Background: an optimization exercise with open tools, aiming at small area, a short achievable clock period and few clock cycles per item. Do not read the settings as production practice. No functional check of the RTL was part of this run.

==> design/flow/design.v <==
module spn_ginv(input [7:0] x, output [7:0] y);
  wire new_n17, new_n18, new_n19, new_n20, new_n21, new_n22, new_n23,
    new_n24, new_n25, new_n26, new_n27, new_n28, new_n29, new_n30, new_n31,
    new_n32, new_n33, new_n34, new_n35, new_n36, new_n37, new_n38, new_n39,
    new_n40, new_n41, new_n42, new_n43, new_n44, new_n45, new_n46, new_n47,
    new_n48, new_n49, new_n50, new_n51, new_n52, new_n53, new_n54, new_n55,
    new_n56, new_n57, new_n58, new_n59, new_n60, new_n61, new_n62, new_n63,
    new_n64, new_n65, new_n66, new_n67, new_n68, new_n69, new_n70, new_n71,
    new_n72, new_n73, new_n74, new_n75, new_n76, new_n77, new_n78, new_n79,
    new_n80, new_n81, new_n82, new_n83, new_n84, new_n85, new_n86, new_n87,
    new_n88, new_n89, new_n90, new_n91, new_n92, new_n93, new_n94, new_n95,
    new_n96, new_n97, new_n98, new_n99, new_n100, new_n101, new_n102,
    new_n103, new_n104, new_n105, new_n106, new_n107, new_n108, new_n109,
    new_n110, new_n111, new_n112, new_n113, new_n114, new_n115, new_n116,
    new_n117, new_n118, new_n119, new_n120, new_n121, new_n122, new_n123,
    new_n124, new_n125, new_n126, new_n127, new_n128, new_n129, new_n130,
    new_n131, new_n132, new_n133, new_n134, new_n135, new_n136, new_n137,
    new_n138, new_n139, new_n140, new_n141, new_n142, new_n143, new_n144,
    new_n145, new_n146, new_n147, new_n148, new_n149, new_n150, new_n152,
    new_n153, new_n154, new_n155, new_n156, new_n157, new_n158, new_n159,
    new_n160, new_n161, new_n162, new_n163, new_n164, new_n165, new_n166,
    new_n167, new_n168, new_n169, new_n170, new_n171, new_n172, new_n173,
    new_n174, new_n175, new_n176, new_n177, new_n178, new_n179, new_n180,
    new_n181, new_n182, new_n183, new_n184, new_n185, new_n186, new_n187,
    new_n188, new_n189, new_n190, new_n191, new_n192, new_n193, new_n194,
    new_n195, new_n196, new_n197, new_n198, new_n199, new_n200, new_n201,
    new_n202, new_n203, new_n204, new_n205, new_n206, new_n207, new_n208,
    new_n209, new_n210, new_n211, new_n212, new_n213, new_n214, new_n215,
    new_n216, new_n217, new_n218, new_n219, new_n220, new_n221, new_n222,
    new_n223, new_n224, new_n225, new_n226, new_n227, new_n228, new_n229,
    new_n230, new_n231, new_n232, new_n233, new_n234, new_n235, new_n236,
    new_n237, new_n238, new_n239, new_n240, new_n241, new_n242, new_n243,
    new_n244, new_n245, new_n246, new_n247, new_n248, new_n250, new_n251,
    new_n252, new_n253, new_n254, new_n255, new_n256, new_n257, new_n258,
    new_n259, new_n260, new_n261, new_n262, new_n263, new_n264, new_n265,
    new_n266, new_n267, new_n268, new_n269, new_n270, new_n271, new_n272,
    new_n273, new_n274, new_n275, new_n276, new_n277, new_n278, new_n279,
    new_n280, new_n281, new_n282, new_n283, new_n284, new_n285, new_n286,
    new_n287, new_n288, new_n289, new_n290, new_n291, new_n292, new_n293,
    new_n294, new_n295, new_n296, new_n297, new_n298, new_n299, new_n300,
    new_n301, new_n302, new_n303, new_n304, new_n305, new_n306, new_n307,
    new_n308, new_n309, new_n310, new_n311, new_n312, new_n313, new_n314,
    new_n315, new_n316, new_n317, new_n318, new_n319, new_n320, new_n321,
    new_n322, new_n323, new_n324, new_n325, new_n326, new_n327, new_n328,
    new_n330, new_n331, new_n332, new_n333, new_n334, new_n335, new_n336,
    new_n337, new_n338, new_n339, new_n340, new_n341, new_n342, new_n343,
    new_n344, new_n345, new_n346, new_n347, new_n348, new_n349, new_n350,
    new_n351, new_n352, new_n353, new_n354, new_n355, new_n356, new_n357,
    new_n358, new_n359, new_n360, new_n361, new_n362, new_n363, new_n364,
    new_n365, new_n366, new_n367, new_n368, new_n369, new_n370, new_n371,
    new_n372, new_n373, new_n374, new_n375, new_n376, new_n377, new_n378,
    new_n379, new_n380, new_n381, new_n382, new_n383, new_n384, new_n385,
    new_n386, new_n387, new_n388, new_n389, new_n390, new_n391, new_n392,
    new_n393, new_n394, new_n395, new_n396, new_n397, new_n398, new_n399,
    new_n400, new_n401, new_n402, new_n403, new_n404, new_n405, new_n406,
    new_n407, new_n408, new_n409, new_n410, new_n412, new_n413, new_n414,
    new_n415, new_n416, new_n417, new_n418, new_n419, new_n420, new_n421,
    new_n422, new_n423, new_n424, new_n425, new_n426, new_n427, new_n428,
    new_n429, new_n430, new_n431, new_n432, new_n433, new_n434, new_n435,
    new_n436, new_n437, new_n438, new_n439, new_n440, new_n441, new_n442,
    new_n443, new_n444, new_n445, new_n446, new_n447, new_n448, new_n449,
    new_n450, new_n451, new_n452, new_n453, new_n454, new_n455, new_n456,
    new_n457, new_n458, new_n459, new_n460, new_n461, new_n462, new_n463,
    new_n464, new_n465, new_n466, new_n467, new_n468, new_n469, new_n470,
    new_n471, new_n472, new_n473, new_n474, new_n475, new_n477, new_n478,
    new_n479, new_n480, new_n481, new_n482, new_n483, new_n484, new_n485,
    new_n486, new_n487, new_n488, new_n489, new_n490, new_n491, new_n492,
    new_n493, new_n494, new_n495, new_n496, new_n497, new_n498, new_n499,
    new_n500, new_n501, new_n502, new_n503, new_n504, new_n505, new_n506,
    new_n507, new_n508, new_n509, new_n510, new_n511, new_n512, new_n513,
    new_n514, new_n515, new_n516, new_n517, new_n518, new_n519, new_n520,
    new_n521, new_n522, new_n523, new_n524, new_n525, new_n526, new_n527,
    new_n528, new_n529, new_n530, new_n531, new_n532, new_n533, new_n534,
    new_n535, new_n536, new_n538, new_n539, new_n540, new_n541, new_n542,
    new_n543, new_n544, new_n545, new_n546, new_n547, new_n548, new_n549,
    new_n550, new_n551, new_n552, new_n553, new_n554, new_n555, new_n556,
    new_n557, new_n558, new_n559, new_n560, new_n561, new_n562, new_n563,
    new_n564, new_n565, new_n566, new_n567, new_n568, new_n569, new_n570,
    new_n571, new_n572, new_n573, new_n574, new_n575, new_n576, new_n577,
    new_n578, new_n579, new_n580, new_n581, new_n582, new_n583, new_n584,
    new_n585, new_n586, new_n587, new_n588, new_n589, new_n590, new_n591,
    new_n592, new_n593, new_n594, new_n596, new_n597, new_n598, new_n599,
    new_n600, new_n601, new_n602, new_n603, new_n604, new_n605, new_n606,
    new_n607, new_n608, new_n609, new_n610, new_n611, new_n612, new_n613,
    new_n614, new_n615, new_n616, new_n617, new_n618, new_n619, new_n620,
    new_n621, new_n622, new_n623, new_n624, new_n625, new_n626, new_n627,
    new_n628, new_n629, new_n630, new_n631, new_n632, new_n633, new_n634,
    new_n635, new_n636, new_n637, new_n638, new_n639, new_n640, new_n641,
    new_n642, new_n643, new_n644, new_n645, new_n646, new_n647, new_n648,
    new_n649, new_n650, new_n651, new_n652;
  assign new_n17 = ~x[0] & x[2];
  assign new_n18 = x[3] & new_n17;
  assign new_n19 = x[0] & ~x[1];
  assign new_n20 = x[2] & ~new_n19;
  assign new_n21 = ~x[3] & ~new_n20;
  assign new_n22 = ~new_n18 & ~new_n21;
  assign new_n23 = x[5] & new_n22;
  assign new_n24 = ~x[1] & x[2];
  assign new_n25 = x[0] & ~x[2];
  assign new_n26 = ~x[3] & ~new_n25;
  assign new_n27 = ~new_n24 & new_n26;
  assign new_n28 = x[3] & new_n20;
  assign new_n29 = ~x[5] & ~new_n28;
  assign new_n30 = ~new_n27 & new_n29;
  assign new_n31 = x[6] & ~new_n30;
  assign new_n32 = ~new_n23 & new_n31;
  assign new_n33 = ~x[0] & ~x[2];
  assign new_n34 = x[1] & new_n33;
  assign new_n35 = ~x[1] & new_n25;
  assign new_n36 = ~new_n34 & ~new_n35;
  assign new_n37 = ~x[0] & new_n24;
  assign new_n38 = new_n36 & ~new_n37;
  assign new_n39 = x[3] & ~new_n38;
  assign new_n40 = ~x[1] & ~x[2];
  assign new_n41 = ~x[3] & ~new_n40;
  assign new_n42 = ~x[0] & x[1];
  assign new_n43 = new_n41 & ~new_n42;
  assign new_n44 = ~x[5] & ~new_n43;
  assign new_n45 = ~new_n39 & new_n44;
  assign new_n46 = ~x[3] & ~new_n33;
  assign new_n47 = ~x[1] & new_n46;
  assign new_n48 = x[3] & ~new_n33;
  assign new_n49 = x[5] & ~new_n48;
  assign new_n50 = ~new_n47 & new_n49;
  assign new_n51 = ~x[6] & ~new_n50;
  assign new_n52 = ~new_n45 & new_n51;
  assign new_n53 = x[4] & ~new_n52;
  assign new_n54 = ~new_n32 & new_n53;
  assign new_n55 = ~x[0] & new_n40;
  assign new_n56 = x[5] & ~new_n55;
  assign new_n57 = ~x[0] & ~x[1];
  assign new_n58 = x[0] & x[1];
  assign new_n59 = ~new_n57 & ~new_n58;
  assign new_n60 = x[2] & new_n59;
  assign new_n61 = new_n41 & ~new_n60;
  assign new_n62 = ~x[3] & ~new_n61;
  assign new_n63 = new_n56 & ~new_n62;
  assign new_n64 = ~x[0] & x[3];
  assign new_n65 = new_n24 & new_n64;
  assign new_n66 = ~x[5] & ~new_n35;
  assign new_n67 = ~new_n65 & new_n66;
  assign new_n68 = ~new_n63 & ~new_n67;
  assign new_n69 = x[6] & ~new_n68;
  assign new_n70 = ~new_n20 & new_n36;
  assign new_n71 = ~x[3] & ~new_n70;
  assign new_n72 = ~x[2] & new_n58;
  assign new_n73 = x[3] & ~new_n57;
  assign new_n74 = ~new_n72 & new_n73;
  assign new_n75 = ~x[5] & ~new_n74;
  assign new_n76 = ~new_n71 & new_n75;
  assign new_n77 = x[3] & ~new_n59;
  assign new_n78 = ~x[2] & new_n77;
  assign new_n79 = x[5] & ~new_n43;
  assign new_n80 = ~new_n78 & new_n79;
  assign new_n81 = ~x[6] & ~new_n80;
  assign new_n82 = ~new_n76 & new_n81;
  assign new_n83 = ~x[4] & ~new_n82;
  assign new_n84 = ~new_n69 & new_n83;
  assign new_n85 = ~new_n54 & ~new_n84;
  assign new_n86 = ~x[7] & ~new_n85;
  assign new_n87 = x[3] & ~new_n25;
  assign new_n88 = x[3] & new_n33;
  assign new_n89 = ~new_n41 & ~new_n59;
  assign new_n90 = ~new_n88 & new_n89;
  assign new_n91 = new_n87 & ~new_n90;
  assign new_n92 = ~new_n27 & ~new_n91;
  assign new_n93 = x[4] & ~new_n92;
  assign new_n94 = x[0] & x[2];
  assign new_n95 = ~new_n33 & ~new_n94;
  assign new_n96 = ~x[1] & x[3];
  assign new_n97 = new_n95 & new_n96;
  assign new_n98 = ~new_n88 & ~new_n97;
  assign new_n99 = ~x[3] & ~new_n19;
  assign new_n100 = ~new_n17 & new_n99;
  assign new_n101 = ~x[4] & ~new_n100;
  assign new_n102 = new_n98 & new_n101;
  assign new_n103 = x[6] & ~new_n102;
  assign new_n104 = ~new_n93 & new_n103;
  assign new_n105 = x[1] & ~x[2];
  assign new_n106 = ~x[3] & new_n105;
  assign new_n107 = x[4] & ~new_n106;
  assign new_n108 = x[4] & ~new_n58;
  assign new_n109 = ~new_n107 & ~new_n108;
  assign new_n110 = ~x[0] & ~new_n40;
  assign new_n111 = x[3] & new_n110;
  assign new_n112 = ~new_n109 & ~new_n111;
  assign new_n113 = ~new_n20 & new_n26;
  assign new_n114 = ~x[4] & ~new_n64;
  assign new_n115 = x[1] & x[3];
  assign new_n116 = ~x[2] & new_n115;
  assign new_n117 = new_n114 & ~new_n116;
  assign new_n118 = ~new_n113 & new_n117;
  assign new_n119 = ~x[6] & ~new_n118;
  assign new_n120 = ~new_n112 & new_n119;
  assign new_n121 = ~new_n104 & ~new_n120;
  assign new_n122 = ~x[5] & ~new_n121;
  assign new_n123 = ~x[3] & ~new_n24;
  assign new_n124 = ~new_n34 & new_n123;
  assign new_n125 = ~x[4] & ~new_n124;
  assign new_n126 = ~new_n18 & ~new_n115;
  assign new_n127 = x[1] & x[2];
  assign new_n128 = ~x[0] & new_n127;
  assign new_n129 = ~new_n126 & ~new_n128;
  assign new_n130 = new_n125 & ~new_n129;
  assign new_n131 = x[4] & ~new_n64;
  assign new_n132 = x[1] & ~new_n17;
  assign new_n133 = new_n123 & ~new_n132;
  assign new_n134 = new_n131 & ~new_n133;
  assign new_n135 = x[6] & ~new_n134;
  assign new_n136 = ~new_n130 & new_n135;
  assign new_n137 = new_n94 & new_n96;
  assign new_n138 = ~x[4] & ~new_n137;
  assign new_n139 = ~x[3] & ~new_n94;
  assign new_n140 = new_n36 & new_n139;
  assign new_n141 = new_n138 & ~new_n140;
  assign new_n142 = new_n41 & ~new_n128;
  assign new_n143 = x[4] & ~new_n77;
  assign new_n144 = ~new_n142 & new_n143;
  assign new_n145 = ~x[6] & ~new_n144;
  assign new_n146 = ~new_n141 & new_n145;
  assign new_n147 = ~new_n136 & ~new_n146;
  assign new_n148 = x[5] & ~new_n147;
  assign new_n149 = x[7] & ~new_n148;
  assign new_n150 = ~new_n122 & new_n149;
  assign y[0] = ~new_n86 & ~new_n150;
  assign new_n152 = x[3] & ~new_n24;
  assign new_n153 = ~new_n57 & new_n152;
  assign new_n154 = ~x[4] & ~new_n153;
  assign new_n155 = ~new_n42 & new_n139;
  assign new_n156 = ~new_n40 & new_n155;
  assign new_n157 = new_n41 & new_n59;
  assign new_n158 = ~new_n156 & ~new_n157;
  assign new_n159 = new_n154 & new_n158;
  assign new_n160 = x[4] & ~new_n137;
  assign new_n161 = ~new_n62 & new_n160;
  assign new_n162 = ~new_n159 & ~new_n161;
  assign new_n163 = x[5] & ~new_n162;
  assign new_n164 = x[0] & x[3];
  assign new_n165 = ~new_n40 & ~new_n127;
  assign new_n166 = new_n164 & ~new_n165;
  assign new_n167 = ~x[3] & ~new_n37;
  assign new_n168 = x[4] & ~x[5];
  assign new_n169 = ~new_n167 & new_n168;
  assign new_n170 = ~new_n166 & new_n169;
  assign new_n171 = ~new_n95 & new_n115;
  assign new_n172 = ~new_n97 & ~new_n171;
  assign new_n173 = ~x[4] & ~x[5];
  assign new_n174 = new_n99 & ~new_n128;
  assign new_n175 = new_n173 & ~new_n174;
  assign new_n176 = new_n172 & new_n175;
  assign new_n177 = x[7] & ~new_n176;
  assign new_n178 = ~new_n170 & new_n177;
  assign new_n179 = ~new_n163 & new_n178;
  assign new_n180 = x[1] & new_n46;
  assign new_n181 = x[4] & ~new_n180;
  assign new_n182 = x[1] & new_n95;
  assign new_n183 = new_n153 & ~new_n182;
  assign new_n184 = new_n181 & ~new_n183;
  assign new_n185 = ~x[4] & ~new_n105;
  assign new_n186 = ~new_n88 & new_n185;
  assign new_n187 = ~x[3] & new_n25;
  assign new_n188 = new_n186 & ~new_n187;
  assign new_n189 = ~x[5] & ~new_n188;
  assign new_n190 = ~new_n184 & new_n189;
  assign new_n191 = ~new_n19 & ~new_n127;
  assign new_n192 = new_n48 & new_n191;
  assign new_n193 = ~x[4] & ~new_n192;
  assign new_n194 = ~new_n164 & new_n193;
  assign new_n195 = ~new_n167 & new_n194;
  assign new_n196 = ~new_n17 & new_n36;
  assign new_n197 = x[3] & new_n196;
  assign new_n198 = new_n59 & new_n123;
  assign new_n199 = x[4] & ~new_n198;
  assign new_n200 = ~new_n197 & new_n199;
  assign new_n201 = x[5] & ~new_n200;
  assign new_n202 = ~new_n195 & new_n201;
  assign new_n203 = ~new_n190 & ~new_n202;
  assign new_n204 = ~x[7] & ~new_n203;
  assign new_n205 = ~new_n179 & ~new_n204;
  assign new_n206 = x[6] & ~new_n205;
  assign new_n207 = ~new_n24 & ~new_n182;
  assign new_n208 = ~x[3] & ~new_n207;
  assign new_n209 = ~x[4] & ~new_n208;
  assign new_n210 = ~new_n166 & new_n209;
  assign new_n211 = x[0] & new_n165;
  assign new_n212 = new_n48 & ~new_n211;
  assign new_n213 = ~new_n17 & new_n41;
  assign new_n214 = x[4] & ~new_n213;
  assign new_n215 = ~new_n212 & new_n214;
  assign new_n216 = ~x[5] & ~new_n215;
  assign new_n217 = ~new_n210 & new_n216;
  assign new_n218 = x[3] & ~new_n35;
  assign new_n219 = ~new_n127 & new_n218;
  assign new_n220 = ~x[4] & ~new_n43;
  assign new_n221 = ~new_n180 & new_n220;
  assign new_n222 = ~new_n219 & new_n221;
  assign new_n223 = ~x[2] & ~new_n59;
  assign new_n224 = new_n152 & ~new_n223;
  assign new_n225 = ~x[3] & ~new_n42;
  assign new_n226 = ~new_n20 & new_n225;
  assign new_n227 = x[4] & ~new_n226;
  assign new_n228 = ~new_n224 & new_n227;
  assign new_n229 = ~new_n222 & ~new_n228;
  assign new_n230 = x[5] & ~new_n229;
  assign new_n231 = ~x[7] & ~new_n230;
  assign new_n232 = ~new_n217 & new_n231;
  assign new_n233 = new_n107 & ~new_n224;
  assign new_n234 = x[2] & x[3];
  assign new_n235 = ~x[4] & ~new_n234;
  assign new_n236 = ~new_n191 & new_n235;
  assign new_n237 = x[5] & ~new_n236;
  assign new_n238 = ~new_n233 & new_n237;
  assign new_n239 = ~new_n17 & ~new_n164;
  assign new_n240 = new_n108 & ~new_n239;
  assign new_n241 = ~x[5] & ~new_n72;
  assign new_n242 = ~x[4] & new_n115;
  assign new_n243 = new_n241 & ~new_n242;
  assign new_n244 = ~new_n240 & new_n243;
  assign new_n245 = x[7] & ~new_n244;
  assign new_n246 = ~new_n238 & new_n245;
  assign new_n247 = ~x[6] & ~new_n246;
  assign new_n248 = ~new_n232 & new_n247;
  assign y[1] = new_n206 | new_n248;
  assign new_n250 = ~x[0] & new_n165;
  assign new_n251 = new_n139 & ~new_n250;
  assign new_n252 = ~new_n97 & ~new_n192;
  assign new_n253 = ~new_n251 & new_n252;
  assign new_n254 = x[4] & ~new_n253;
  assign new_n255 = x[0] & ~new_n165;
  assign new_n256 = x[3] & ~new_n255;
  assign new_n257 = ~new_n47 & ~new_n256;
  assign new_n258 = new_n114 & ~new_n257;
  assign new_n259 = ~new_n254 & ~new_n258;
  assign new_n260 = x[5] & ~new_n259;
  assign new_n261 = new_n87 & ~new_n110;
  assign new_n262 = new_n168 & ~new_n261;
  assign new_n263 = new_n158 & new_n262;
  assign new_n264 = ~new_n105 & ~new_n153;
  assign new_n265 = ~new_n116 & new_n173;
  assign new_n266 = ~new_n264 & new_n265;
  assign new_n267 = ~x[6] & ~new_n266;
  assign new_n268 = ~new_n263 & new_n267;
  assign new_n269 = ~new_n260 & new_n268;
  assign new_n270 = ~x[2] & x[3];
  assign new_n271 = ~new_n42 & new_n270;
  assign new_n272 = ~new_n58 & new_n167;
  assign new_n273 = ~x[4] & ~new_n272;
  assign new_n274 = ~new_n271 & new_n273;
  assign new_n275 = ~x[0] & ~new_n105;
  assign new_n276 = ~x[3] & ~new_n275;
  assign new_n277 = x[4] & ~new_n276;
  assign new_n278 = ~new_n78 & new_n277;
  assign new_n279 = x[5] & ~new_n278;
  assign new_n280 = ~new_n274 & new_n279;
  assign new_n281 = new_n131 & new_n241;
  assign new_n282 = ~new_n96 & ~new_n139;
  assign new_n283 = new_n173 & ~new_n282;
  assign new_n284 = x[6] & ~new_n283;
  assign new_n285 = ~new_n281 & new_n284;
  assign new_n286 = ~new_n280 & new_n285;
  assign new_n287 = ~new_n269 & ~new_n286;
  assign new_n288 = ~x[7] & ~new_n287;
  assign new_n289 = x[4] & ~new_n96;
  assign new_n290 = ~new_n270 & new_n289;
  assign new_n291 = x[4] & ~new_n59;
  assign new_n292 = ~new_n290 & ~new_n291;
  assign new_n293 = ~new_n24 & new_n140;
  assign new_n294 = ~new_n292 & ~new_n293;
  assign new_n295 = ~x[4] & new_n172;
  assign new_n296 = ~new_n71 & new_n295;
  assign new_n297 = ~new_n294 & ~new_n296;
  assign new_n298 = ~x[5] & ~new_n297;
  assign new_n299 = ~x[3] & new_n196;
  assign new_n300 = new_n154 & ~new_n299;
  assign new_n301 = new_n46 & ~new_n211;
  assign new_n302 = x[4] & ~new_n301;
  assign new_n303 = x[5] & ~new_n302;
  assign new_n304 = ~new_n300 & new_n303;
  assign new_n305 = ~new_n298 & ~new_n304;
  assign new_n306 = ~x[6] & ~new_n305;
  assign new_n307 = x[0] & new_n41;
  assign new_n308 = ~new_n59 & new_n87;
  assign new_n309 = new_n98 & ~new_n308;
  assign new_n310 = ~new_n307 & new_n309;
  assign new_n311 = x[4] & ~new_n310;
  assign new_n312 = ~x[3] & new_n223;
  assign new_n313 = ~x[4] & ~new_n312;
  assign new_n314 = ~new_n197 & new_n313;
  assign new_n315 = ~new_n311 & ~new_n314;
  assign new_n316 = x[5] & ~new_n315;
  assign new_n317 = x[3] & new_n191;
  assign new_n318 = ~x[3] & ~new_n38;
  assign new_n319 = ~new_n317 & ~new_n318;
  assign new_n320 = new_n168 & ~new_n319;
  assign new_n321 = new_n64 & ~new_n127;
  assign new_n322 = new_n173 & ~new_n321;
  assign new_n323 = ~new_n155 & new_n322;
  assign new_n324 = x[6] & ~new_n323;
  assign new_n325 = ~new_n320 & new_n324;
  assign new_n326 = ~new_n316 & new_n325;
  assign new_n327 = ~new_n306 & ~new_n326;
  assign new_n328 = x[7] & ~new_n327;
  assign y[2] = ~new_n288 & ~new_n328;
  assign new_n330 = ~x[3] & new_n59;
  assign new_n331 = x[3] & ~new_n250;
  assign new_n332 = ~new_n330 & ~new_n331;
  assign new_n333 = ~new_n94 & ~new_n332;
  assign new_n334 = ~x[5] & ~new_n333;
  assign new_n335 = ~x[3] & ~new_n182;
  assign new_n336 = x[5] & new_n252;
  assign new_n337 = ~new_n335 & new_n336;
  assign new_n338 = ~x[6] & ~new_n337;
  assign new_n339 = ~new_n334 & new_n338;
  assign new_n340 = new_n46 & ~new_n57;
  assign new_n341 = ~new_n255 & new_n340;
  assign new_n342 = new_n152 & ~new_n275;
  assign new_n343 = ~new_n341 & ~new_n342;
  assign new_n344 = ~x[5] & ~new_n343;
  assign new_n345 = x[3] & ~new_n94;
  assign new_n346 = ~new_n105 & new_n345;
  assign new_n347 = x[5] & ~new_n340;
  assign new_n348 = ~new_n346 & new_n347;
  assign new_n349 = x[6] & ~new_n348;
  assign new_n350 = ~new_n344 & new_n349;
  assign new_n351 = ~x[4] & ~new_n350;
  assign new_n352 = ~new_n339 & new_n351;
  assign new_n353 = new_n26 & ~new_n60;
  assign new_n354 = x[3] & new_n94;
  assign new_n355 = new_n172 & ~new_n354;
  assign new_n356 = ~new_n353 & new_n355;
  assign new_n357 = new_n56 & new_n356;
  assign new_n358 = new_n95 & ~new_n96;
  assign new_n359 = ~new_n88 & ~new_n358;
  assign new_n360 = ~x[5] & ~new_n359;
  assign new_n361 = x[6] & ~new_n360;
  assign new_n362 = ~new_n357 & new_n361;
  assign new_n363 = x[1] & new_n26;
  assign new_n364 = x[3] & new_n35;
  assign new_n365 = ~x[5] & ~new_n364;
  assign new_n366 = ~new_n363 & new_n365;
  assign new_n367 = new_n46 & ~new_n182;
  assign new_n368 = ~new_n24 & new_n87;
  assign new_n369 = x[5] & ~new_n368;
  assign new_n370 = ~new_n367 & new_n369;
  assign new_n371 = ~new_n366 & ~new_n370;
  assign new_n372 = ~x[6] & ~new_n371;
  assign new_n373 = x[4] & ~new_n372;
  assign new_n374 = ~new_n362 & new_n373;
  assign new_n375 = ~new_n352 & ~new_n374;
  assign new_n376 = x[7] & ~new_n375;
  assign new_n377 = x[3] & new_n58;
  assign new_n378 = ~x[4] & ~new_n377;
  assign new_n379 = ~new_n318 & new_n378;
  assign new_n380 = new_n99 & ~new_n165;
  assign new_n381 = new_n160 & ~new_n380;
  assign new_n382 = x[5] & ~new_n381;
  assign new_n383 = ~new_n379 & new_n382;
  assign new_n384 = ~new_n211 & new_n225;
  assign new_n385 = x[1] & new_n87;
  assign new_n386 = ~new_n384 & ~new_n385;
  assign new_n387 = new_n173 & ~new_n386;
  assign new_n388 = new_n126 & new_n168;
  assign new_n389 = ~new_n157 & new_n388;
  assign new_n390 = x[6] & ~new_n389;
  assign new_n391 = ~new_n387 & new_n390;
  assign new_n392 = ~new_n383 & new_n391;
  assign new_n393 = ~new_n77 & new_n235;
  assign new_n394 = ~new_n156 & new_n393;
  assign new_n395 = x[4] & new_n98;
  assign new_n396 = ~new_n71 & new_n395;
  assign new_n397 = ~new_n394 & ~new_n396;
  assign new_n398 = x[5] & ~new_n397;
  assign new_n399 = new_n168 & ~new_n345;
  assign new_n400 = ~new_n142 & new_n399;
  assign new_n401 = new_n110 & ~new_n234;
  assign new_n402 = ~x[2] & new_n96;
  assign new_n403 = ~x[4] & ~new_n402;
  assign new_n404 = ~new_n401 & new_n403;
  assign new_n405 = ~x[5] & ~new_n404;
  assign new_n406 = ~new_n400 & new_n405;
  assign new_n407 = ~x[6] & ~new_n406;
  assign new_n408 = ~new_n398 & new_n407;
  assign new_n409 = ~new_n392 & ~new_n408;
  assign new_n410 = ~x[7] & ~new_n409;
  assign y[3] = ~new_n376 & ~new_n410;
  assign new_n412 = new_n143 & ~new_n255;
  assign new_n413 = ~new_n192 & new_n273;
  assign new_n414 = ~new_n412 & ~new_n413;
  assign new_n415 = ~x[5] & ~new_n414;
  assign new_n416 = ~new_n128 & new_n218;
  assign new_n417 = ~new_n251 & ~new_n416;
  assign new_n418 = ~x[4] & ~new_n417;
  assign new_n419 = ~new_n19 & new_n48;
  assign new_n420 = ~new_n109 & ~new_n419;
  assign new_n421 = x[5] & ~new_n420;
  assign new_n422 = ~new_n418 & new_n421;
  assign new_n423 = ~new_n415 & ~new_n422;
  assign new_n424 = ~x[7] & ~new_n423;
  assign new_n425 = ~new_n55 & new_n139;
  assign new_n426 = ~new_n180 & ~new_n425;
  assign new_n427 = ~new_n183 & new_n426;
  assign new_n428 = x[4] & ~new_n427;
  assign new_n429 = ~new_n114 & ~new_n185;
  assign new_n430 = ~new_n24 & ~new_n429;
  assign new_n431 = ~x[5] & ~new_n430;
  assign new_n432 = ~new_n428 & new_n431;
  assign new_n433 = ~new_n105 & new_n164;
  assign new_n434 = ~new_n33 & ~new_n433;
  assign new_n435 = new_n107 & new_n434;
  assign new_n436 = ~new_n46 & ~new_n271;
  assign new_n437 = ~x[4] & ~new_n436;
  assign new_n438 = x[5] & ~new_n437;
  assign new_n439 = ~new_n435 & new_n438;
  assign new_n440 = x[7] & ~new_n439;
  assign new_n441 = ~new_n432 & new_n440;
  assign new_n442 = ~new_n424 & ~new_n441;
  assign new_n443 = x[6] & ~new_n442;
  assign new_n444 = ~new_n115 & ~new_n239;
  assign new_n445 = new_n185 & ~new_n444;
  assign new_n446 = ~new_n22 & new_n445;
  assign new_n447 = ~new_n429 & ~new_n446;
  assign new_n448 = ~new_n25 & new_n41;
  assign new_n449 = x[3] & ~new_n40;
  assign new_n450 = ~new_n128 & new_n449;
  assign new_n451 = x[4] & ~new_n450;
  assign new_n452 = ~new_n448 & new_n451;
  assign new_n453 = x[5] & ~new_n452;
  assign new_n454 = ~new_n447 & new_n453;
  assign new_n455 = new_n173 & ~new_n354;
  assign new_n456 = ~new_n312 & new_n455;
  assign new_n457 = new_n168 & ~new_n356;
  assign new_n458 = ~new_n456 & ~new_n457;
  assign new_n459 = ~new_n454 & new_n458;
  assign new_n460 = x[7] & ~new_n459;
  assign new_n461 = new_n168 & ~new_n384;
  assign new_n462 = new_n309 & new_n461;
  assign new_n463 = new_n191 & new_n403;
  assign new_n464 = x[4] & ~new_n116;
  assign new_n465 = ~new_n124 & new_n464;
  assign new_n466 = x[5] & ~new_n465;
  assign new_n467 = ~new_n463 & new_n466;
  assign new_n468 = ~new_n40 & new_n340;
  assign new_n469 = ~new_n65 & new_n173;
  assign new_n470 = ~new_n468 & new_n469;
  assign new_n471 = ~x[7] & ~new_n470;
  assign new_n472 = ~new_n467 & new_n471;
  assign new_n473 = ~new_n462 & new_n472;
  assign new_n474 = ~x[6] & ~new_n473;
  assign new_n475 = ~new_n460 & new_n474;
  assign y[4] = ~new_n443 & ~new_n475;
  assign new_n477 = x[3] & ~new_n70;
  assign new_n478 = ~new_n272 & ~new_n477;
  assign new_n479 = new_n168 & ~new_n478;
  assign new_n480 = new_n26 & ~new_n132;
  assign new_n481 = new_n290 & ~new_n480;
  assign new_n482 = ~new_n312 & new_n481;
  assign new_n483 = ~x[4] & ~new_n18;
  assign new_n484 = ~new_n251 & new_n483;
  assign new_n485 = x[5] & ~new_n484;
  assign new_n486 = ~new_n482 & new_n485;
  assign new_n487 = ~new_n24 & new_n164;
  assign new_n488 = new_n173 & ~new_n487;
  assign new_n489 = ~new_n335 & new_n488;
  assign new_n490 = ~x[6] & ~new_n489;
  assign new_n491 = ~new_n486 & new_n490;
  assign new_n492 = ~new_n479 & new_n491;
  assign new_n493 = ~new_n105 & new_n167;
  assign new_n494 = new_n289 & ~new_n493;
  assign new_n495 = ~x[4] & ~new_n28;
  assign new_n496 = ~x[1] & new_n64;
  assign new_n497 = ~new_n157 & ~new_n496;
  assign new_n498 = new_n495 & new_n497;
  assign new_n499 = x[5] & ~new_n498;
  assign new_n500 = ~new_n494 & new_n499;
  assign new_n501 = new_n168 & ~new_n308;
  assign new_n502 = ~new_n425 & new_n501;
  assign new_n503 = ~new_n90 & new_n173;
  assign new_n504 = x[6] & ~new_n503;
  assign new_n505 = ~new_n502 & new_n504;
  assign new_n506 = ~new_n500 & new_n505;
  assign new_n507 = ~new_n492 & ~new_n506;
  assign new_n508 = ~x[7] & ~new_n507;
  assign new_n509 = ~new_n25 & ~new_n250;
  assign new_n510 = new_n289 & ~new_n509;
  assign new_n511 = ~new_n99 & ~new_n132;
  assign new_n512 = new_n404 & ~new_n511;
  assign new_n513 = ~new_n510 & ~new_n512;
  assign new_n514 = x[5] & ~new_n513;
  assign new_n515 = new_n165 & new_n345;
  assign new_n516 = new_n26 & ~new_n42;
  assign new_n517 = new_n173 & ~new_n516;
  assign new_n518 = ~new_n515 & new_n517;
  assign new_n519 = ~new_n47 & new_n399;
  assign new_n520 = ~new_n518 & ~new_n519;
  assign new_n521 = ~new_n514 & new_n520;
  assign new_n522 = x[6] & ~new_n521;
  assign new_n523 = ~new_n73 & ~new_n480;
  assign new_n524 = x[4] & ~new_n523;
  assign new_n525 = ~new_n330 & new_n495;
  assign new_n526 = ~x[5] & ~new_n525;
  assign new_n527 = ~new_n524 & new_n526;
  assign new_n528 = ~new_n261 & new_n273;
  assign new_n529 = x[4] & ~new_n340;
  assign new_n530 = ~new_n219 & new_n529;
  assign new_n531 = x[5] & ~new_n530;
  assign new_n532 = ~new_n528 & new_n531;
  assign new_n533 = ~new_n527 & ~new_n532;
  assign new_n534 = ~x[6] & ~new_n533;
  assign new_n535 = x[7] & ~new_n534;
  assign new_n536 = ~new_n522 & new_n535;
  assign y[5] = ~new_n508 & ~new_n536;
  assign new_n538 = ~new_n60 & ~new_n436;
  assign new_n539 = ~x[4] & ~new_n538;
  assign new_n540 = ~x[3] & new_n55;
  assign new_n541 = ~new_n292 & ~new_n540;
  assign new_n542 = x[6] & ~new_n541;
  assign new_n543 = ~new_n539 & new_n542;
  assign new_n544 = ~new_n358 & ~new_n496;
  assign new_n545 = new_n181 & new_n544;
  assign new_n546 = ~new_n261 & ~new_n276;
  assign new_n547 = new_n220 & new_n546;
  assign new_n548 = ~x[6] & ~new_n547;
  assign new_n549 = ~new_n545 & new_n548;
  assign new_n550 = ~x[7] & ~new_n549;
  assign new_n551 = ~new_n543 & new_n550;
  assign new_n552 = ~new_n171 & new_n529;
  assign new_n553 = ~new_n48 & new_n125;
  assign new_n554 = ~x[6] & ~new_n553;
  assign new_n555 = ~new_n552 & new_n554;
  assign new_n556 = ~x[1] & new_n26;
  assign new_n557 = new_n131 & ~new_n556;
  assign new_n558 = x[6] & ~new_n445;
  assign new_n559 = ~new_n557 & new_n558;
  assign new_n560 = x[7] & ~new_n559;
  assign new_n561 = ~new_n555 & new_n560;
  assign new_n562 = x[5] & ~new_n561;
  assign new_n563 = ~new_n551 & new_n562;
  assign new_n564 = x[3] & ~new_n207;
  assign new_n565 = ~new_n155 & ~new_n564;
  assign new_n566 = x[4] & ~new_n565;
  assign new_n567 = ~new_n25 & ~new_n127;
  assign new_n568 = ~new_n18 & new_n567;
  assign new_n569 = new_n378 & ~new_n568;
  assign new_n570 = ~new_n566 & ~new_n569;
  assign new_n571 = x[6] & ~new_n570;
  assign new_n572 = new_n181 & ~new_n540;
  assign new_n573 = ~new_n256 & new_n572;
  assign new_n574 = new_n221 & ~new_n331;
  assign new_n575 = ~x[6] & ~new_n574;
  assign new_n576 = ~new_n573 & new_n575;
  assign new_n577 = ~x[7] & ~new_n576;
  assign new_n578 = ~new_n571 & new_n577;
  assign new_n579 = ~new_n152 & ~new_n157;
  assign new_n580 = x[4] & ~new_n579;
  assign new_n581 = ~new_n72 & new_n276;
  assign new_n582 = new_n193 & ~new_n581;
  assign new_n583 = ~x[6] & ~new_n582;
  assign new_n584 = ~new_n580 & new_n583;
  assign new_n585 = ~new_n17 & ~new_n87;
  assign new_n586 = new_n430 & new_n585;
  assign new_n587 = ~x[2] & new_n330;
  assign new_n588 = x[6] & ~new_n346;
  assign new_n589 = ~new_n587 & new_n588;
  assign new_n590 = ~new_n586 & new_n589;
  assign new_n591 = x[7] & ~new_n590;
  assign new_n592 = ~new_n584 & new_n591;
  assign new_n593 = ~x[5] & ~new_n592;
  assign new_n594 = ~new_n578 & new_n593;
  assign y[6] = new_n563 | new_n594;
  assign new_n596 = new_n123 & ~new_n223;
  assign new_n597 = ~new_n88 & new_n378;
  assign new_n598 = ~new_n596 & new_n597;
  assign new_n599 = ~new_n26 & ~new_n377;
  assign new_n600 = new_n464 & new_n599;
  assign new_n601 = ~x[6] & ~new_n600;
  assign new_n602 = ~new_n598 & new_n601;
  assign new_n603 = x[4] & ~new_n139;
  assign new_n604 = ~new_n60 & new_n603;
  assign new_n605 = ~new_n385 & new_n604;
  assign new_n606 = ~x[4] & ~new_n511;
  assign new_n607 = x[6] & ~new_n606;
  assign new_n608 = ~new_n605 & new_n607;
  assign new_n609 = ~new_n602 & ~new_n608;
  assign new_n610 = x[7] & ~new_n609;
  assign new_n611 = x[4] & new_n126;
  assign new_n612 = ~new_n87 & ~new_n250;
  assign new_n613 = new_n611 & ~new_n612;
  assign new_n614 = ~new_n180 & ~new_n368;
  assign new_n615 = ~x[4] & ~new_n614;
  assign new_n616 = ~new_n613 & ~new_n615;
  assign new_n617 = ~x[6] & ~new_n616;
  assign new_n618 = ~new_n87 & new_n107;
  assign new_n619 = ~new_n330 & new_n618;
  assign new_n620 = new_n186 & ~new_n211;
  assign new_n621 = x[6] & ~new_n620;
  assign new_n622 = ~new_n619 & new_n621;
  assign new_n623 = ~x[7] & ~new_n622;
  assign new_n624 = ~new_n617 & new_n623;
  assign new_n625 = ~new_n610 & ~new_n624;
  assign new_n626 = x[5] & ~new_n625;
  assign new_n627 = x[3] & new_n509;
  assign new_n628 = new_n209 & ~new_n627;
  assign new_n629 = new_n289 & ~new_n345;
  assign new_n630 = ~new_n448 & new_n629;
  assign new_n631 = ~new_n628 & ~new_n630;
  assign new_n632 = x[6] & ~new_n631;
  assign new_n633 = ~new_n449 & ~new_n480;
  assign new_n634 = x[4] & ~new_n633;
  assign new_n635 = new_n138 & ~new_n581;
  assign new_n636 = ~x[6] & ~new_n635;
  assign new_n637 = ~new_n634 & new_n636;
  assign new_n638 = x[7] & ~new_n637;
  assign new_n639 = ~new_n632 & new_n638;
  assign new_n640 = new_n131 & ~new_n573;
  assign new_n641 = ~new_n100 & ~new_n556;
  assign new_n642 = new_n194 & new_n641;
  assign new_n643 = x[6] & ~new_n642;
  assign new_n644 = ~new_n640 & new_n643;
  assign new_n645 = ~new_n318 & new_n611;
  assign new_n646 = ~new_n61 & new_n393;
  assign new_n647 = ~new_n645 & ~new_n646;
  assign new_n648 = ~x[6] & ~new_n647;
  assign new_n649 = ~x[7] & ~new_n648;
  assign new_n650 = ~new_n644 & new_n649;
  assign new_n651 = ~x[5] & ~new_n650;
  assign new_n652 = ~new_n639 & new_n651;
  assign y[7] = ~new_n626 & ~new_n652;
endmodule
module spn_core (
  input  wire         clk,
  input  wire         rst,
  input  wire         start,
  input  wire [1:0]   op,
  input  wire [1:0]   klen,
  input  wire [255:0] key,
  input  wire [127:0] din,
  output reg          busy,
  output reg          done,
  output reg          err,
  output wire [127:0] dout
);
  localparam OP_KS  = 2'd0;
  localparam OP_ENC = 2'd1;
  localparam OP_DEC = 2'd2;
  localparam M_IDLE = 3'd0;
  localparam M_KS2  = 3'd2;    
  localparam M_KS3  = 3'd3;    
  localparam M_KS4  = 3'd4;    
  localparam M_WALK = 3'd5;    
  localparam M_ENC  = 3'd6;
  localparam M_DEC  = 3'd7;
  localparam [127:0] C63 = {16{8'h63}};
  reg  [2:0]   mode;
  reg          key_valid;
  reg          wend;         
  reg  [1:0]   nkc;          
  reg          nk4, nk6, nk8;    
  reg  [3:0]   pq;           
  reg          last;         
  reg          sel_dec;      
  reg          save;         
  reg  [127:0] yr;           
  reg  [127:0] kout;         
  reg  [255:0] win;
  reg  [255:0] rsv;
  wire [3:0] nr1 = 4'd11 + {1'b0, nkc, 1'b0};    
  wire accept = start && !busy;
  function [7:0] xt;
    input [7:0] a;
    begin
      xt = {a[6:0], 1'b0} ^ (a[7] ? 8'h1b : 8'h00);
    end
  endfunction
  function [31:0] mix_col;
    input [31:0] col;
    reg   [7:0]  a0, a1, a2, a3;
    begin
      a0 = col[31:24]; a1 = col[23:16]; a2 = col[15:8]; a3 = col[7:0];
      mix_col = {xt(a0 ^ a1) ^ (a1 ^ (a2 ^ a3)),
                 xt(a1 ^ a2) ^ (a2 ^ (a3 ^ a0)),
                 xt(a2 ^ a3) ^ (a3 ^ (a0 ^ a1)),
                 xt(a3 ^ a0) ^ (a0 ^ (a1 ^ a2))};
    end
  endfunction
  function [7:0] x4;
    input [7:0] a;
    begin
      x4 = {a[5], a[4], a[3] ^ a[7], a[2] ^ a[6] ^ a[7], a[1] ^ a[6], a[0] ^ a[7], a[6] ^ a[7], a[6]};
    end
  endfunction
  function [7:0] x8;
    input [7:0] a;
    begin
      x8 = {a[4], a[3] ^ a[7], a[2] ^ a[6] ^ a[7], a[1] ^ a[5] ^ a[6], a[0] ^ a[5] ^ a[7],
            a[6] ^ a[7], a[5] ^ a[6], a[5]};
    end
  endfunction
  function [31:0] imc_add;
    input [31:0] a;
    input [31:0] m;
    reg   [7:0]  a0, a1, a2, a3, e, u, v;
    begin
      a0 = a[31:24]; a1 = a[23:16]; a2 = a[15:8]; a3 = a[7:0];
      e = x8((a0 ^ a1) ^ (a2 ^ a3));
      u = x4(a0 ^ a2);
      v = x4(a1 ^ a3);
      imc_add = {(m[31:24] ^ u) ^ e, (m[23:16] ^ v) ^ e, (m[15:8] ^ u) ^ e, (m[7:0] ^ v) ^ e};
    end
  endfunction
  function [127:0] shift_rows;
    input [127:0] s;
    integer r, c;
    begin
      for (r = 0; r < 4; r = r + 1)
        for (c = 0; c < 4; c = c + 1)
          shift_rows[127 - 8*(r + 4*c) -: 8] = s[127 - 8*(r + 4*((c + r) % 4)) -: 8];
    end
  endfunction
  function [127:0] shift_rows2;
    input [127:0] s;
    integer r, c;
    begin
      for (r = 0; r < 4; r = r + 1)
        for (c = 0; c < 4; c = c + 1)
          shift_rows2[127 - 8*(r + 4*c) -: 8] = s[127 - 8*(r + 4*((c + 2*r) % 4)) -: 8];
    end
  endfunction
  function [7:0] rcon_of;
    input [3:0] i;
    begin
      case (i)
        4'd1:  rcon_of = 8'h01;
        4'd2:  rcon_of = 8'h02;
        4'd3:  rcon_of = 8'h04;
        4'd4:  rcon_of = 8'h08;
        4'd5:  rcon_of = 8'h10;
        4'd6:  rcon_of = 8'h20;
        4'd7:  rcon_of = 8'h40;
        4'd8:  rcon_of = 8'h80;
        4'd9:  rcon_of = 8'h1b;
        4'd10: rcon_of = 8'h36;
        default: rcon_of = 8'h00;
      endcase
    end
  endfunction
  wire [31:0] w0 = win[255:224], w1 = win[223:192], w2 = win[191:160], w3 = win[159:128];
  wire [31:0] w4 = win[127:96],  w5 = win[95:64],   w6 = win[63:32],    w7 = win[31:0];
  function [15:0] step_pattern;
    input [1:0] k;
    input [3:0] q;
    input       fwd;
    reg         s0, s2, rt;
    reg  [3:0]  ri;
    reg  [4:0]  sel;
    reg  [1:0]  m3;
    begin
      case (q)
        4'd0, 4'd3, 4'd6, 4'd9, 4'd12, 4'd15: m3 = 2'd0;
        4'd1, 4'd4, 4'd7, 4'd10, 4'd13:       m3 = 2'd1;
        default:                              m3 = 2'd2;
      endcase
      s0 = 1'b0; s2 = 1'b0; rt = 1'b0; ri = 4'd0;
      case (k)
        2'd0: begin
          s0 = 1'b1; rt = 1'b1;
          ri = fwd ? q : q - 4'd2;
        end
        2'd1: begin
          if (m3 == 2'd0) begin
            s0 = 1'b1; rt = 1'b1;
            case (q)
              4'd3:  ri = fwd ? 4'd2  : 4'd1;
              4'd6:  ri = fwd ? 4'd4  : 4'd3;
              4'd9:  ri = fwd ? 4'd6  : 4'd5;
              4'd12: ri = fwd ? 4'd8  : 4'd7;
              default: ri = fwd ? 4'd10 : 4'd9;
            endcase
          end else if (m3 == 2'd1) begin
            s2 = 1'b1; rt = 1'b1;
            case (q)
              4'd1:  ri = fwd ? 4'd1 : 4'd0;
              4'd4:  ri = fwd ? 4'd3 : 4'd2;
              4'd7:  ri = fwd ? 4'd5 : 4'd4;
              4'd10: ri = fwd ? 4'd7 : 4'd6;
              default: ri = fwd ? 4'd9 : 4'd8;
            endcase
          end
        end
        default: begin
          s0 = 1'b1;
          rt = fwd ? !q[0] : q[0];
          ri = {1'b0, q[3:1]};
        end
      endcase
      if (fwd)
        sel = s2 ? 5'b00010 : 5'b00001;
      else if (k == 2'd0)
        sel = 5'b00100;
      else if (k == 2'd1 && s0)
        sel = 5'b10000;
      else
        sel = 5'b01000;
      step_pattern = {s0, s2, rt, rt ? rcon_of(ri) : 8'h00, sel};
    end
  endfunction
  reg        kfwd;                  
  reg        sub0, sub2, rot;
  reg  [7:0] krc;
  reg  [4:0] ksel;
  wire [31:0] ksin = ({32{ksel[0]}} & w7) | ({32{ksel[1]}} & (w7 ^ w2 ^ w3)) |
                     ({32{ksel[2]}} & (w2 ^ w3)) | ({32{ksel[3]}} & w3) |
                     ({32{ksel[4]}} & w1);
  wire [31:0] ksub_i;
  genvar g;
  generate
    for (g = 0; g < 4; g = g + 1) begin : g_ksbox
      spn_ginv u_inv (.x(ksin[31 - 8*g -: 8]), .y(ksub_i[31 - 8*g -: 8]));
    end
  endgenerate
  wire [31:0] ksub = ksub_i ^ 32'h63636363;
  wire [31:0] kt   = rot ? ({ksub[23:0], ksub[31:24]} ^ {krc, 24'h000000}) : ksub;
  wire [31:0] x01 = w0 ^ w1, x23 = w2 ^ w3, x45 = w4 ^ w5, x67 = w6 ^ w7;
  wire [31:0] x12 = w1 ^ w2, x34 = w3 ^ w4, x56 = w5 ^ w6;
  function [31:0] pick;
    input [31:0] v4, v6, v8;
    begin
      pick = ({32{nk4}} & v4) | ({32{nk6}} & v6) | ({32{nk8}} & v8);
    end
  endfunction
  wire [31:0] b0  = pick(w4,  w2,  w0);
  wire [31:0] b2  = pick(w6,  w4,  w2);
  wire [31:0] b01 = pick(x45, x23, x01);
  wire [31:0] b23 = pick(x67, x45, x23);
  wire [31:0] c0  = pick(w0,  w2,  w4);
  wire [31:0] c10 = pick(x01, x23, x45);
  wire [31:0] c21 = pick(x12, x34, x56);
  wire [31:0] c32 = pick(x23, x45, x67);
  wire [31:0] fx = sub0 ? 32'd0 : w7;       
  wire [31:0] p0 = b0 ^ fx;
  wire [31:0] p1 = b01 ^ fx;
  wire [31:0] p2 = sub2 ? b2 : (b01 ^ (b2 ^ fx));
  wire [31:0] p3 = sub2 ? b23 : (b01 ^ (b23 ^ fx));
  wire [31:0] q0 = sub0 ? c0 : (w2 ^ w1);   
  wire [31:0] q1 = c10;
  wire [31:0] q2 = sub2 ? w4 : c21;         
  wire [31:0] q3 = c32;
  wire [127:0] kpq   = kfwd ? {p0, p1, p2, p3} : {q0, q1, q2, q3};
  wire [3:0]   kmask = kfwd ? {sub0, sub0, sub0 | sub2, sub0 | sub2} : {sub0, 1'b0, sub2, 1'b0};
  wire [127:0] nw    = kpq ^ ({{32{kmask[3]}}, {32{kmask[2]}}, {32{kmask[1]}}, {32{kmask[0]}}} &
                             {kt, kt, kt, kt});
  wire [255:0] win_fwd = {win[127:0], nw};
  wire [255:0] win_bwd = {nw, win[255:128]};
  wire [127:0] rk_e = win[127:0];
  wire [127:0] rk_d = win[255:128];
  wire [127:0] mc_in = yr ^ ((rk_d ^ C63) & {128{sel_dec}});
  wire [127:0] mc    = {mix_col(mc_in[127:96]), mix_col(mc_in[95:64]),
                        mix_col(mc_in[63:32]),  mix_col(mc_in[31:0])};
  wire [127:0] e_next = mc ^ rk_e ^ C63;
  wire [127:0] d_imc = {imc_add(mc_in[127:96], mc[127:96]), imc_add(mc_in[95:64], mc[95:64]),
                        imc_add(mc_in[63:32], mc[63:32]),   imc_add(mc_in[31:0], mc[31:0])};
  wire [127:0] d_next = shift_rows2(d_imc);
  assign dout = yr ^ kout;
  wire [127:0] k_enc  = wend ? rsv[255:128] : win[255:128];
  wire [127:0] k_dec  = wend ? win[127:0] : rsv[127:0];
  wire [127:0] a_enc  = din ^ k_enc;
  wire [127:0] a_dec  = shift_rows2(din ^ k_dec ^ C63);
  wire [127:0] a_next = op[1] ? a_dec : a_enc;
  wire [127:0] x_next = (mode == M_IDLE) ? a_next : (mode == M_ENC) ? e_next : d_next;
  wire [127:0] y_next;
  generate
    for (g = 0; g < 16; g = g + 1) begin : g_dinv
      spn_ginv u_inv (.x(x_next[127 - 8*g -: 8]), .y(y_next[127 - 8*g -: 8]));
    end
  endgenerate
  wire [127:0] z_next = shift_rows(y_next);
  wire go_enc = accept && (op == OP_ENC) && key_valid;
  wire go_dec = accept && (op == OP_DEC) && key_valid;
  wire go_ks  = accept && (op == OP_KS) && (klen != 2'd3);
  wire go_err = accept && !go_enc && !go_dec && !go_ks;
  reg [2:0] mode_n;
  reg [3:0] pq_n;
  reg [1:0] nkc_n;
  reg       fin;           
  always @(*) begin
    mode_n = mode;
    pq_n   = pq;
    nkc_n  = nkc;
    fin    = 1'b0;
    case (mode)
      M_IDLE: begin
        if (go_ks) begin
          mode_n = M_KS2;
          nkc_n  = klen;
          pq_n   = 4'd2;
        end else if (go_enc) begin
          mode_n = M_ENC;
          pq_n   = 4'd2;
        end else if (go_dec) begin
          mode_n = M_DEC;
          pq_n   = nr1;
        end
      end
      M_KS2: begin
        mode_n = M_KS3;
        pq_n   = 4'd1;
      end
      M_KS3: begin
        mode_n = M_KS4;
        pq_n   = 4'd2;
      end
      M_KS4, M_WALK: begin
        mode_n = M_WALK;
        pq_n   = pq + 4'd1;
        if (pq == nr1 - 4'd1) begin    
          mode_n = M_IDLE;
          fin    = 1'b1;
        end
      end
      M_ENC: begin
        pq_n = pq + 4'd1;
        if (last) begin
          mode_n = M_IDLE;
          fin    = 1'b1;
        end
      end
      default: begin    
        pq_n = pq - 4'd1;
        if (last) begin
          mode_n = M_IDLE;
          fin    = 1'b1;
        end
      end
    endcase
  end
  wire [3:0]  nr1_n  = 4'd11 + {1'b0, nkc_n, 1'b0};
  wire        kfwd_n = (mode_n != M_DEC) && (mode_n != M_KS2);
  wire [15:0] pat_n  = step_pattern(nkc_n, pq_n, kfwd_n);
  wire        last_n = (mode_n == M_ENC) ? (pq_n == nr1_n - 4'd1) : (pq_n == 4'd3);
  always @(posedge clk) begin
    yr <= z_next;
    if (last && (mode == M_ENC || mode == M_DEC))
      kout <= nw ^ (C63 & {128{kfwd}});
  end
  always @(posedge clk) begin
    if (mode == M_IDLE) begin
      if (go_ks)
        win <= key;
      else if ((go_enc && wend) || (go_dec && !wend))
        win <= rsv;
    end else begin
      case (mode)
        M_KS2:  win <= win_bwd;
        M_DEC:  win <= win_bwd;
        default: win <= win_fwd;
      endcase
    end
  end
  always @(posedge clk) begin
    if (save)
      rsv <= win;
  end
  always @(posedge clk) begin
    pq   <= pq_n;
    nkc  <= nkc_n;
    nk4  <= (nkc_n == 2'd0);
    nk6  <= (nkc_n == 2'd1);
    nk8  <= nkc_n[1];
    last <= last_n;
    sel_dec <= (mode_n == M_DEC);
    save <= (go_enc && !wend) || (go_dec && wend) || (mode == M_KS3);
    kfwd <= kfwd_n;
    {sub0, sub2, rot, krc, ksel} <= pat_n;
  end
  always @(posedge clk) begin
    if (rst) begin
      mode      <= M_IDLE;
      busy      <= 1'b0;
      done      <= 1'b0;
      err       <= 1'b0;
      key_valid <= 1'b0;
    end else begin
      mode <= mode_n;
      busy <= (mode_n != M_IDLE);
      done <= fin || go_err;
      err  <= go_err;
      if (go_ks)
        key_valid <= 1'b0;
      else if (fin && mode != M_ENC && mode != M_DEC)
        key_valid <= 1'b1;
      if (fin)
        wend <= (mode != M_DEC);
    end
  end
endmodule
==> design/flow/flow/run.sh <==
#!/bin/bash
# Layout: the standard synthesis unchanged, then ORFS's standard layout steps
# with a larger setup margin for repair_timing (same SDC, same clock period) and
# plain buffers (buf_2) as the port buffers. Each tool run's full output goes to
# a log file in this folder.
set -uo pipefail
bash standard.sh synth > synth.log 2>&1 || exit 1
bash standard.sh SETUP_SLACK_MARGIN=8 "BUFFER_PORTS_ARGS=-buffer_cell sky130_fd_sc_hd__buf_2" finish > layout.log 2>&1 || exit 1
==> design/flow/standard.sh <==
#!/bin/bash
# synth_recipe.tcl (not shown) runs the flow's synth.tcl, then flattens the netlist and writes it again
# the make line also repeats each setting of config.mk as NAME=value (left out here)
make -C /OpenROAD-flow-scripts/flow DESIGN_CONFIG=/design/flow/config.mk WORK_HOME=/design/flow/orfs CLKGATE_MAP_FILE= SYNTH_SCRIPT=/design/flow/synth_recipe.tcl "${@:-finish}"
==> design/flow/config.mk <==
export PLATFORM = sky130hd
export DESIGN_NAME = spn_core
export DESIGN_NICKNAME = spn_core
export VERILOG_FILES = /design/flow/design.v
export SDC_FILE = /design/flow/constraint.sdc
export NUM_CORES = 8
export LEC_CHECK = 0
export ABC_AREA = 1
export CAP_MARGIN = 20
export CELL_PAD_IN_SITES_DETAIL_PLACEMENT = 1
export CELL_PAD_IN_SITES_GLOBAL_PLACEMENT = 2
export CORE_MARGIN = 2
export CORE_UTILIZATION = 30
export SLEW_MARGIN = 20
==> design/flow/constraint.sdc <==
create_clock -name core_clock -period 13.0 [get_ports {clk}]
set_input_delay 2.6000 -clock core_clock [delete_from_list [all_inputs] [get_ports {clk}]]
set_output_delay 2.6000 -clock core_clock [all_outputs]
set_load 0.01 [all_outputs]
==> run summary <==
[stage by stage]
stage / instances / hold WS (ns)
global route: 29019 / 0.474
finish: 29082 / 0.469
global placement: 28121 / 0.442
CTS: 28699 / 0.466
detailed placement: 28122 / 0.452
floorplan: 22748 / 0.421
[repair_timing]
item	4_1_cts	5_1_grt
pin swaps	90	136
setup endpoints to repair	728	481
gates resized for setup	1258	1089
cloned	33	17
setup buffers	317	276
[critical path, stage by stage, from the launching register on]
cell	delay [ns]
sky130_fd_sc_hd__dfxtp_4	0.35
sky130_fd_sc_hd__buf_12	0.18
sky130_fd_sc_hd__buf_6	0.25
sky130_fd_sc_hd__buf_16	0.28
sky130_fd_sc_hd__nand3_1	0.17
sky130_fd_sc_hd__nand2_4	0.32
sky130_fd_sc_hd__inv_2	0.14
sky130_fd_sc_hd__nand2_1	0.11
sky130_fd_sc_hd__nand2_2	0.11
sky130_fd_sc_hd__xor2_1	0.35
sky130_fd_sc_hd__xor2_1	0.48
sky130_fd_sc_hd__nand2_1	0.11
sky130_fd_sc_hd__nand3_1	0.33
sky130_fd_sc_hd__nand2_1	0.17
sky130_fd_sc_hd__nand2_1	0.12
sky130_fd_sc_hd__buf_4	0.45
sky130_fd_sc_hd__inv_2	0.36
sky130_fd_sc_hd__nand3_1	0.18
sky130_fd_sc_hd__nand3_1	0.10
sky130_fd_sc_hd__nand3_1	0.16
sky130_fd_sc_hd__nand2_1	0.14
[cell usage in the layout (no fill, tap or decap), drive strengths merged, types with 78 or more instances in the layout]
cell         n
nand2     8877
o21ai     1403
inv       2020
clkbuf     152
clkinvlp    93
a22oi      250
o221ai      80
diode       90
edfxtp     641
nand3     3592
o211ai     222
dfxtp      163
a21oi     1032
a31oi       81
ha         256
xnor2      207
xor2       493
nor2      1484
nand4      307
buf       1515
clkinv      78
[cell type report]
| cell class | instances | share of cell area [%] |
|---|---|---|
| clock buffer | 137 | 2.06 |
| inverter | 2107 | 5.64 |
| clock inverter | 90 | 0.674 |
| antenna | 90 | 0.147 |
| timing repair inverter | 12 | 0.0686 |
| multi-input combinational | 18804 | 63.9 |
| timing repair buffer | 1541 | 8.34 |
| sequential | 804 | 14.7 |
| tap | 5497 | 4.49 |
[metal layers]
layer | vias to the layer above | global-route usage, % | wire length [um]
li1 | 76690 | - | -
met1 | 90246 | 60.8 | 412000
met5 | - | 0.396 | 1040
met3 | 3422 | 16.0 | 145000
met4 | 70 | 39.2 | 113000
met2 | 13508 | 69.2 | 433000
[flip-flops by register name (all words and copies together) (netlist names), 2 cells and up]
signal / flops
kout: 128
krc: 8
ksel: 5
mode: 3
nkc: 2
pq: 4
rsv: 256
win: 256
yr: 128
[how the worst max path moves through the flow]
stage,startpoint,endpoint,slack (ns),cells after the start
after floorplan,start,win[0],5.38,4
after global placement,op[1],yr[28],4.99,21
after detailed placement,op[1],yr[28],5.06,21
after CTS,wend,yr[87],7.79,18
after global routing,start,krc[6],7.84,18
final,sel_dec,yr[38],7.84,20
[kinds of logic after synthesis]
kind of cell | after synthesis
adder cells (fa/ha/maj) | 257
AND/OR/NAND/NOR | 14460
buffers and inverters | 3147
multiplexers | 33
flip-flops | 804
AO/OA/AOI/OAI | 3347
XOR/XNOR | 700
==> results.yml <==
synth:
  synth_most_common_cell: "sky130_fd_sc_hd__nand2_1"
  synth-warning-count: 1
  mappedNetlistNets: 23396
  synth_cells: 22748
  synth_edf_count: 641
  synth_simple_gate_area_share_pct: 48.6
  synth-xor-area-share_pct: 5.08
  synthDistinctLibCells: 79
  post_synth_most_frequent_cells: "sky130_fd_sc_hd__nand2_1 (8655), sky130_fd_sc_hd__nand3_1 (3551), sky130_fd_sc_hd__inv_1 (1914)"
  synth_top_cell_area_share_pct: 25.8
  synth_top_family_by_area: "simple AND/OR/NAND/NOR gates"
  synth_fa_ha_area_share_pct: 2.56
  synth_mux_area_share_pct: 0.262
  yosys_register_bits: 804
  synth.avg_cell_area_um2: 5.53
  synth_compound_area_share_pct: 15.3
  async_reset_ff_share_pct: 0
  seq_area_frac_synth_pct: 17.9
  postSynth.topFlopCell: "sky130_fd_sc_hd__edfxtp_1"
  synth.cell_area_mm2: 0.126
  post_synth_main_area_contributors: "sky130_fd_sc_hd__nand2_1 (26%), sky130_fd_sc_hd__edfxtp_1 (15%), sky130_fd_sc_hd__nand3_1 (14%)"
  synth_top_cell_by_area: "sky130_fd_sc_hd__nand2_1"
setup_path:
  reg2reg_depth: 20
  critical_path.endpoint_type: "register"
  path_class: "register to register"
  cp_data_required_time_ns: 13.83
  timing.rr.start: "sel_dec"
  cp-start-kind: "register"
  critical_path_arrival_ns: 5.99
  rrSetupSlack_ns: 7.84
  reg2reg_to: "yr[38]"
  timing.critical_path.fanout_max: 22
placed_design:
  detailedPlacementHpwl_um: 841000
  gp_congestion: 1.09
  post_dp_cell_area_mm2: 0.134
  place_ws_ns: 5.06
  port_buffer_count: 521
clock_network:
  cts_root_buffer: "sky130_fd_sc_hd__clkbuf_16"
  cts.reportedPaths.clkPinSlew_ns: 0.07
  insertion_delay_ns: 1.00
  cts_tree: "done"
  clockBufferDepth: 4
  h-tree-depth: 3
  cts_inserted_buffers: 123
  cts_hold_buf: 0
  numClockSinks: 804
cells_and_area:
  num-fill-cells: 55678
  area.growth.synth_to_final_pct: 21.8
  layout_cell_share_with_drive_strength_beyond_1_pct: 15.9
  multiInputGateArea_mm2: 0.0979
  finish.utilization_pct: 36.7
  layout.nets: 24041
  stdcell_area_mm2: 0.153
  final-seq-area_mm2: 0.0226
sta:
  timing.max_slew.rel_slack_pct: 14.9
  clock_skew_ns: 0.122
  min_period_over_period_pct: 39.7
  finalSetupTns_ns: 0
  fin_ws_ns: 7.84
  hold_violations: 0
  grt_setup_unrepaired: "yes"
  min_period_ns: 5.16
  maxSlewViolCount: 0
  tightest_slew_ns: 1.26
  timing.final.setup_violations: 0
  max_freq_mhz: 194
detailed_routing:
  drt-total-wl_um: 1100000
  num_vias: 183936
  wl_per_cell_um: 38.0
  vias_per_cell: 6.32
  postRouteAntennaNets: 0
  first_iter_violations: 27824
  drc_violations_left: 0
  dr.pass1.iters: 6
floorplan:
  floorplan.initialDensity_pct: 30.2
  coreArea_mm2: 0.417
  dieArea_mm2: 0.425
  dieWidth_um: 652
  dieHeight_um: 652
  placement_rows: 237
  num_io_pins: 522
hold_path:
  min_delay_worst_endpoint: "rsv[91]"
  startpoint_of_the_most_critical_hold_path: "win[91]"
  min-delay-path-class: "register to register"
  hold-path-cell-count: 0
global_routing:
  gr_usage_total_pct: 49.1
  pin_count_of_the_biggest_net_entering_global_routing: 123
  grt_first_pass_wirelength_um: 1460000
  vias_in_the_first_global_route: 170169
  grt.overflow.total: 0
  grt_antenna_before_repair: 166
run_status:
  outcome: "complete, no violations"
job:
  max-cap-violations: 0

what the ideal ports hide:
Ports are ideal in the flow. The routed layout listed here was re-timed in OpenROAD. Step 1, drivers: a clkbuf_16 drives clk and a buf_2 each remaining input, both assumed. Step 2 moves the port delays by t, midway between the first and last clock arrival at a register: inputs arrive t later, outputs are due t later. That takes back most of the time a late clock gives input paths. Slacks: ideal / step 1 / step 2; pairs: ideal / step 1.
t, ns: 1.069
setup slack, ns: 7.836 / 7.604 / 6.535
clock arrival spread, ns: 0.123 / 0.124
slew at the worst register clock pin (ns): 0.08 / 0.08
cell pins on the clock port's net: 1
After both steps setup and hold are still met in this run. For this run, drivers alone change the setup slack by -0.232 ns; drivers and shift together by -1.301 ns.
